What follows belongs to an exercise in optimizing a design on an open flow for small area, a short achievable clock period and few clock cycles per item; a production flow would make more cautious choices.
Function not checked in this run: the RTL went through the layout flow alone.
Power and IR drop assume default switching activity.

### flow/design.v
module bpd_lookup #(
    parameter [31:0] DD_WINDOW_MS_RESET = 32'd30000
) (
    input  wire        clk,
    input  wire        rst,          
    input  wire        cmd_valid,
    output wire        cmd_ready,
    input  wire [63:0] cmd,
    input  wire [31:0] now,
    output wire        rsp_valid,
    input  wire        rsp_ready,
    output wire [7:0]  rsp_st,
    output wire [31:0] rsp_rv
);
    localparam DD_SLOTS = 8;
    localparam RT_SIZE  = 64;
    localparam [7:0] OP_NOP    = 8'h00;
    localparam [7:0] OP_CSRRD  = 8'h01;
    localparam [7:0] OP_CSRWR  = 8'h02;
    localparam [7:0] OP_NEXTID = 8'h04;
    localparam [7:0] OP_RTLKUP = 8'h20;
    localparam [7:0] OP_RTSET  = 8'h21;
    localparam [7:0] OP_RTCLR  = 8'h22;
    localparam [7:0] OP_DDCHK  = 8'h40;
    localparam [7:0] OP_DDREC  = 8'h41;
    localparam [7:0] OP_DDRD   = 8'h42;
    localparam [7:0] ST_OK         = 8'h00;
    localparam [7:0] ST_DUPLICATE  = 8'h13;
    localparam [7:0] ST_NO_ROUTE   = 8'h14;
    localparam [7:0] ST_ILLEGAL_OP = 8'hE0;
    localparam [7:0] ST_BAD_ARG    = 8'hE1;
    localparam [15:0] CSR_DD_WINDOW_MS = 16'h0006;
    localparam [15:0] CSR_ID_CTR       = 16'h0015;
    localparam [15:0] CSR_DD_PTR       = 16'h0016;
    localparam [15:0] CSR_NOW          = 16'h0018;
    localparam [1:0] S_IDLE = 2'd0, S_EXEC = 2'd1, S_RESP = 2'd2;
    reg [1:0] state;
    reg [63:0] c_word;
    reg [31:0] c_now;
    wire [7:0]  c_op = c_word[63:56];
    wire [7:0]  c_z  = c_word[55:48];
    wire [15:0] c_a  = c_word[47:32];
    wire [31:0] c_b  = c_word[31:0];
    reg [15:0] rt       [0:RT_SIZE-1];
    reg        dd_valid [0:DD_SLOTS-1];
    reg [15:0] dd_origin[0:DD_SLOTS-1];
    reg [15:0] dd_id    [0:DD_SLOTS-1];
    reg [31:0] dd_stamp [0:DD_SLOTS-1];
    reg [2:0]  dd_ptr;
    reg [15:0] id_ctr;
    reg [31:0] dd_window;
    reg [7:0]  st_q;
    reg [31:0] rv_q;
    assign cmd_ready = (state == S_IDLE);
    assign rsp_valid = (state == S_RESP);
    assign rsp_st    = st_q;
    assign rsp_rv    = rv_q;
    reg        dd_hit;
    reg [2:0]  dd_hit_idx;
    integer    i;
    always @(*) begin
        dd_hit     = 1'b0;
        dd_hit_idx = 3'd0;
        for (i = DD_SLOTS - 1; i >= 0; i = i - 1) begin
            if (dd_valid[i] && dd_origin[i] == c_a && dd_id[i] == c_b[15:0]
                && (c_now - dd_stamp[i]) <= dd_window) begin
                dd_hit     = 1'b1;
                dd_hit_idx = i[2:0];
            end
        end
    end
    reg [15:0] next_hop;
    always @(*) begin
        if (c_a == 16'h0000)
            next_hop = 16'h0000;
        else if (c_a >= 16'hFFF0)
            next_hop = c_a;
        else if (c_a >= RT_SIZE)
            next_hop = 16'h0000;
        else
            next_hop = rt[c_a[5:0]];
    end
    reg [7:0]  st_n;
    reg [31:0] rv_n;
    wire [2:0] dd_sel = c_a[2:0];
    always @(*) begin
        st_n = ST_OK;
        rv_n = 32'd0;
        if (c_z != 8'h00) begin
            st_n = ST_ILLEGAL_OP;
        end else begin
            case (c_op)
            OP_NOP: ;
            OP_CSRRD:
                case (c_a)
                CSR_DD_WINDOW_MS: rv_n = dd_window;
                CSR_ID_CTR:       rv_n = {16'd0, id_ctr};
                CSR_DD_PTR:       rv_n = {29'd0, dd_ptr};
                CSR_NOW:          rv_n = c_now;
                default:          st_n = ST_BAD_ARG;
                endcase
            OP_CSRWR:
                if (c_a != CSR_DD_WINDOW_MS) st_n = ST_BAD_ARG;
            OP_NEXTID:
                rv_n = {16'd0, id_ctr};
            OP_RTLKUP:
                if (next_hop == 16'h0000) st_n = ST_NO_ROUTE;
                else                      rv_n = {16'd0, next_hop};
            OP_RTSET:
                if (c_a > RT_SIZE - 1) st_n = ST_BAD_ARG;
            OP_RTCLR: ;
            OP_DDCHK:
                if (dd_hit) begin
                    st_n = ST_DUPLICATE;
                    rv_n = {29'd0, dd_hit_idx};
                end
            OP_DDREC:
                rv_n = {29'd0, dd_ptr};
            OP_DDRD:
                if (c_a >= DD_SLOTS || c_b[1:0] == 2'd3)
                    st_n = ST_BAD_ARG;
                else if (dd_valid[dd_sel])
                    case (c_b[1:0])
                    2'd0:    rv_n = 32'd1;
                    2'd1:    rv_n = {dd_id[dd_sel], dd_origin[dd_sel]};
                    default: rv_n = dd_stamp[dd_sel];
                    endcase
            default:
                st_n = ST_ILLEGAL_OP;
            endcase
        end
    end
    wire legal = (c_z == 8'h00);
    integer k;
    always @(posedge clk) begin
        if (rst) begin
            state     <= S_IDLE;
            st_q      <= 8'd0;
            rv_q      <= 32'd0;
            dd_ptr    <= 3'd0;
            id_ctr    <= 16'd0;
            dd_window <= DD_WINDOW_MS_RESET;
            for (k = 0; k < RT_SIZE; k = k + 1)
                rt[k] <= 16'h0000;
            for (k = 0; k < DD_SLOTS; k = k + 1) begin
                dd_valid[k]  <= 1'b0;
                dd_origin[k] <= 16'd0;
                dd_id[k]     <= 16'd0;
                dd_stamp[k]  <= 32'd0;
            end
        end else begin
            case (state)
            S_IDLE:
                if (cmd_valid) begin
                    c_word <= cmd;
                    c_now  <= now;
                    state  <= S_EXEC;
                end
            S_EXEC: begin
                st_q  <= st_n;
                rv_q  <= rv_n;
                state <= S_RESP;
                if (legal) begin
                    case (c_op)
                    OP_CSRWR:
                        if (c_a == CSR_DD_WINDOW_MS) dd_window <= c_b;
                    OP_NEXTID:
                        id_ctr <= id_ctr + 16'd1;
                    OP_RTSET:
                        if (c_a <= RT_SIZE - 1) rt[c_a[5:0]] <= c_b[15:0];
                    OP_RTCLR:
                        for (k = 0; k < RT_SIZE; k = k + 1)
                            rt[k] <= 16'h0000;
                    OP_DDREC: begin
                        dd_valid[dd_ptr]  <= 1'b1;
                        dd_origin[dd_ptr] <= c_a;
                        dd_id[dd_ptr]     <= c_b[15:0];
                        dd_stamp[dd_ptr]  <= c_now;
                        dd_ptr            <= dd_ptr + 3'd1;
                    end
                    default: ;
                    endcase
                end
            end
            S_RESP:
                if (rsp_ready) state <= S_IDLE;
            default:
                state <= S_IDLE;
            endcase
        end
    end
endmodule
### flow/run.sh
#!/bin/bash
# synth_recipe.tcl (not shown) runs the flow's synth.tcl, then flattens the netlist and writes it again
# the make line also repeats each setting of config.mk as NAME=value (left out here)
make -C /OpenROAD-flow-scripts/flow DESIGN_CONFIG=/design/flow/config.mk WORK_HOME=/design/flow/orfs CLKGATE_MAP_FILE= SYNTH_SCRIPT=/design/flow/synth_recipe.tcl finish
### flow/config.mk
export PLATFORM = sky130hd
export DESIGN_NAME = bpd_lookup
export DESIGN_NICKNAME = bpd_lookup
export VERILOG_FILES = /design/flow/design.v
export SDC_FILE = /design/flow/constraint.sdc
export NUM_CORES = 4
export LEC_CHECK = 0
export CAP_MARGIN = 20
export CORE_MARGIN = 2
export CORE_UTILIZATION = 40
export SLEW_MARGIN = 20
### flow/constraint.sdc
create_clock -name core_clock -period 10.0 [get_ports {clk}]
set_input_delay 2.0000 -clock core_clock [delete_from_list [all_inputs] [get_ports {clk}]]
set_output_delay 2.0000 -clock core_clock [all_outputs]
set_load 0.01 [all_outputs]
==> summary.txt <==
[Yosys cell counts (all sizes together) (57+ instances only)]
| cell type | count | area share [%] |
|---|---|---|
| a22oi | 59 | 0.45 |
| nor3 | 136 | 0.69 |
| nand3 | 83 | 0.42 |
| nor2 | 352 | 1.3 |
| inv | 349 | 1.3 |
| xor2 | 196 | 1.7 |
| nand2 | 254 | 0.96 |
| and2 | 1483 | 9.4 |
| mux4 | 385 | 8.8 |
| nor2b | 69 | 0.44 |
| dfxtp | 104 | 2.1 |
| a21o | 217 | 1.6 |
| buf | 106 | 0.61 |
| edfxtp | 1632 | 50 |
| a21oi | 373 | 1.9 |
| o21a | 57 | 0.43 |
| clkbuf | 426 | 1.6 |
| xnor2 | 288 | 2.6 |
| o21ai | 228 | 1.2 |
| nor4 | 59 | 0.38 |
| nand4 | 122 | 0.77 |
| mux2i | 124 | 1.3 |
| ha | 506 | 6.4 |
[sequential cells by signal (all words and copies together) (netlist names), 5 cells and up, named ones only]
register / flops
st_q: 5
c_now: 32
dd_origin: 128
dd_window: 32
c_word: 64
dd_id: 128
dd_valid: 8
rt: 1024
id_ctr: 16
rv_q: 32
dd_stamp: 256
[routing by layer]
| layer | up-vias | routed length (um) |
|---|---|---|
| met3 | 770 | 23500 |
| met2 | 2818 | 159000 |
| met5 | - | 16 |
| met1 | 34505 | 131000 |
| li1 | 29828 | - |
| met4 | 2 | 24000 |
[path summary, 6_finish.rpt]
check | start | to | cells past startpoint
worst max register to register | c_now[0] | st_q[0] | 26
worst min register to register | rv_q[6] | rv_q[6] | 2
worst max-delay path | c_now[0] | st_q[0] | 26
worst min-delay path | rv_q[6] | rv_q[6] | 2
[cell families after synthesis]
kind of cell	count (synthesis)	synth area share, %
and+or+nand+nor	2717	15.5
DFF	1736	51.7
AOI/OAI and AO/OA	1237	8.05
buffers and inverters	882	3.55
muxes	543	10.4
adders and majority gates	514	6.56
xor gates and xnor gates	484	4.29
other	1	0.00379
[stage by stage]
stage / utilization (%) / instance area, sq um / power, mW / instances
after floorplan: - / 98900 / 9.97 / 8114
final: 45.0 / 111000 / 18.0 / 11552
after detailed placement: 42.4 / 104000 / 10.9 / 11185
after global routing: 45.0 / 111000 / 18.5 / 11550
after CTS: 45.0 / 111000 / 18.0 / 11545
after global placement: 42.4 / 104000 / 10.8 / 11184
[worst max-delay path: cells and delay by family, from the launching register on]
family	cells	cell delay, ns
xor gates and xnor gates	1	0.16
DFF	1	0.51
and+or+nand+nor	4	0.82
buffers and inverters	3	0.55
AOI/OAI and AO/OA	15	4.25
adders and majority gates	3	0.96
[cell type report]
type                            instances  share of cell area [%]
Sequential cell                      1736                    46.2
Multi-Input combinational cell       5496                    40.2
Clock buffer                          235                    4.64
Tap cell                             3220                    3.64
Timing Repair Buffer                  385                    2.97
Inverter                              350                    1.19
Clock inverter                        125                    1.16
Antenna cell                            5                  0.0113
[report_power, final]
part           internal (mW)  switching [mW]
Sequential              8.17           0.135
Combinational          0.946            1.49
Clock                   4.03            3.22
Total                   13.1            4.84
==> summary.txt <==
The worst hold slack across all endpoints was 0.460 ns. The fraction of the cycle the final worst path needs was 74.7%. For the worst setup path, the data required time is 10.72 ns. After detailed routing, the total wire length is 338000 um. The number of resized instances in the post-cts repair step is 0, and the summed negative setup slack over all endpoints is 0 ns. In the routed layout, each cell is associated on average with a via count of 5.88. The tools report the number of routed nets with antenna violations as 0. The initial utilization of the core area, before any placement, comes to 40.2%. The prevailing post-synth register cell was sky130_fd_sc_hd__edfxtp_1. The pin slew with the least headroom to its limit was 1.18 ns. The average size of a mapped cell is 12.2 sq um, and the number of enable flip-flop cells after synthesis is 1632. Sort of element at the start of the critical path: a flop. For this run the aggregate overflow at the end of global routing stands at 0.

For the number of nets in the final layout, the log shows 8776. The number of nets handed over by synthesis was 8728. CTS built an H-tree with a depth of 4. The largest net degree at the start of global routing was 84. The worst hold path belongs to the class flop to flop.

Setup slack closes at 2.53 ns. The flow ran to the end and the layout has no timing, DRC or antenna violations. The met1 routing resource usage after global routing was 33.2%. The floorplan has 182 rows.

After detailed routing, the number of remaining DRC violations is 0. Fill cells in the final layout number 22.2k. The run gives 2.72 ns as the worst setup slack before clock tree synthesis. The worst setup path is of the flop to flop kind. Setup violations remaining at the end of the flow were counted as 0. The fmax was 0.134 GHz; the top-level port count was 142. The longest clock path from root to sink contains 3 buffers. For this block, the via count after detailed routing is 67.9k.

The number of global-route vias before repair was 67.8k; the average wire per cell in the routed design was 29.2 um. The final count of hold timing violations was 0; the top fanout value on the critical path was 10. The analysis attributes to cell leakage a power of 41.6 nW.

In this run the standard cell core region covers 246000 sq um. The highest-delay cell along the critical path is sky130_fd_sc_hd__o41ai_1. Kind of capture point of the worst setup path: a flop. The signal arrival time at the worst endpoint is 8.19 ns, and the initial detailed-routing violation count is 7207. The post-CTS setup-driven buffer insertion count was 0; the clock-pin transition on the worst setup and hold timing paths was 0.06 ns. The height of the die came out at 501 um. The number of maximum-capacitance constraint violations came out at 0.

Highest-utilization routing layer at the global route stage: met2. Share of synthesized flip-flops with an asynchronous set or reset: 0%. Die area: 251000 sq um.

Synthesis produced 8114 cells. The routability congestion estimate from global placement was 0.948. Compared with the post-synthesis result, the final layout area differs by 11.9%. The flip-flop and latch area came out at 51100 sq um. Between clock sinks in the finished design, the worst skew comes to 0.147 ns. Counting every sink on the clock net gives 1736. The minimum clock period was 7.47 ns. The library cell used most frequently in the layout, excluding fill and tap cells, is sky130_fd_sc_hd__edfxtp_1. For the worst setup slack for register-to-register paths, the log shows 2.53 ns.

The CTS root buffer is sky130_fd_sc_hd__clkbuf_16. Buffers inserted during clock tree synthesis total 193. The number of port buffers is 140. The run gives 1 as the number of warnings issued by yosys. For this run, global-route usage on met2 was measured as 43.3%. Setup repair after global routing left no endpoint under its margin.

Dividing total power by cell area gives a power density of 162 nW/um^2. The cell area that synthesis handed to floorplanning was 98900 sq um. On the worst path, the slowest cell contributes a delay of 0.76 ns.

The initial antenna violation count came out at 19. The chip width came out at 501 um. The number of unique standard cell types used by synthesis is 87, and the area used by multi-input combinational logic is 44500 sq um.

The logs give 0 for the quantity of hold-fixing buffers added after cts and 484000 um for the first-pass GRT wire length. The fraction of layout cells with a size suffix above 1 came out at 12.6%. For the final number of max-transition violations, the log shows 0. The clock insertion delay at the later pin of the skew report came out at 0.94 ns. The number of synthesized register bits came out at 1736. Estimated wirelength of the detail-placed design: 236000 um. Leaving out fill and tap cells, the most frequent cells in the layout are sky130_fd_sc_hd__edfxtp_1, sky130_fd_sc_hd__and2_1, sky130_fd_sc_hd__ha_1. The cell repeated most along the worst path was sky130_fd_sc_hd__inv_1.

Before antenna repair, the detailed router went through 6 iterations. TritonCTS built the clock tree. The routing usage on met3 is 4.09%, and the worst voltage drop across the vdd grid is 0.000192 V. Global routing used 26.5% of the available tracks across all layers. The relative slew slack was 21.0%. The tools report the share of synthesized area occupied by flip-flops and latches as 51.7%.

[what the ideal ports hide]
The flow's constraints put no driver on any port. The routed layout listed below was extracted and timed again, unchanged, in two steps. Step 1 sets driving cells, clkbuf_16 on the clock port and buf_2 on the other inputs (assumed; they add their load-dependent delay and slew). Step 2 moves the port delays by t, midway between the first and last clock arrival at a register: inputs arrive t later, outputs are due t later. That takes back most of the time a late clock gives input paths. Three values: no drivers, after step 1, after step 2; two values: the first two.
t (ns): 0.955
slack for setup (ns): 2.532 / 2.532 / 2.532
hold WS [ns]: 0.460 / 0.460 / 0.460
After both steps this run still meets setup and hold. For this run, drivers alone change the setup slack by 0.000 ns; drivers and shift together by 0.000 ns.
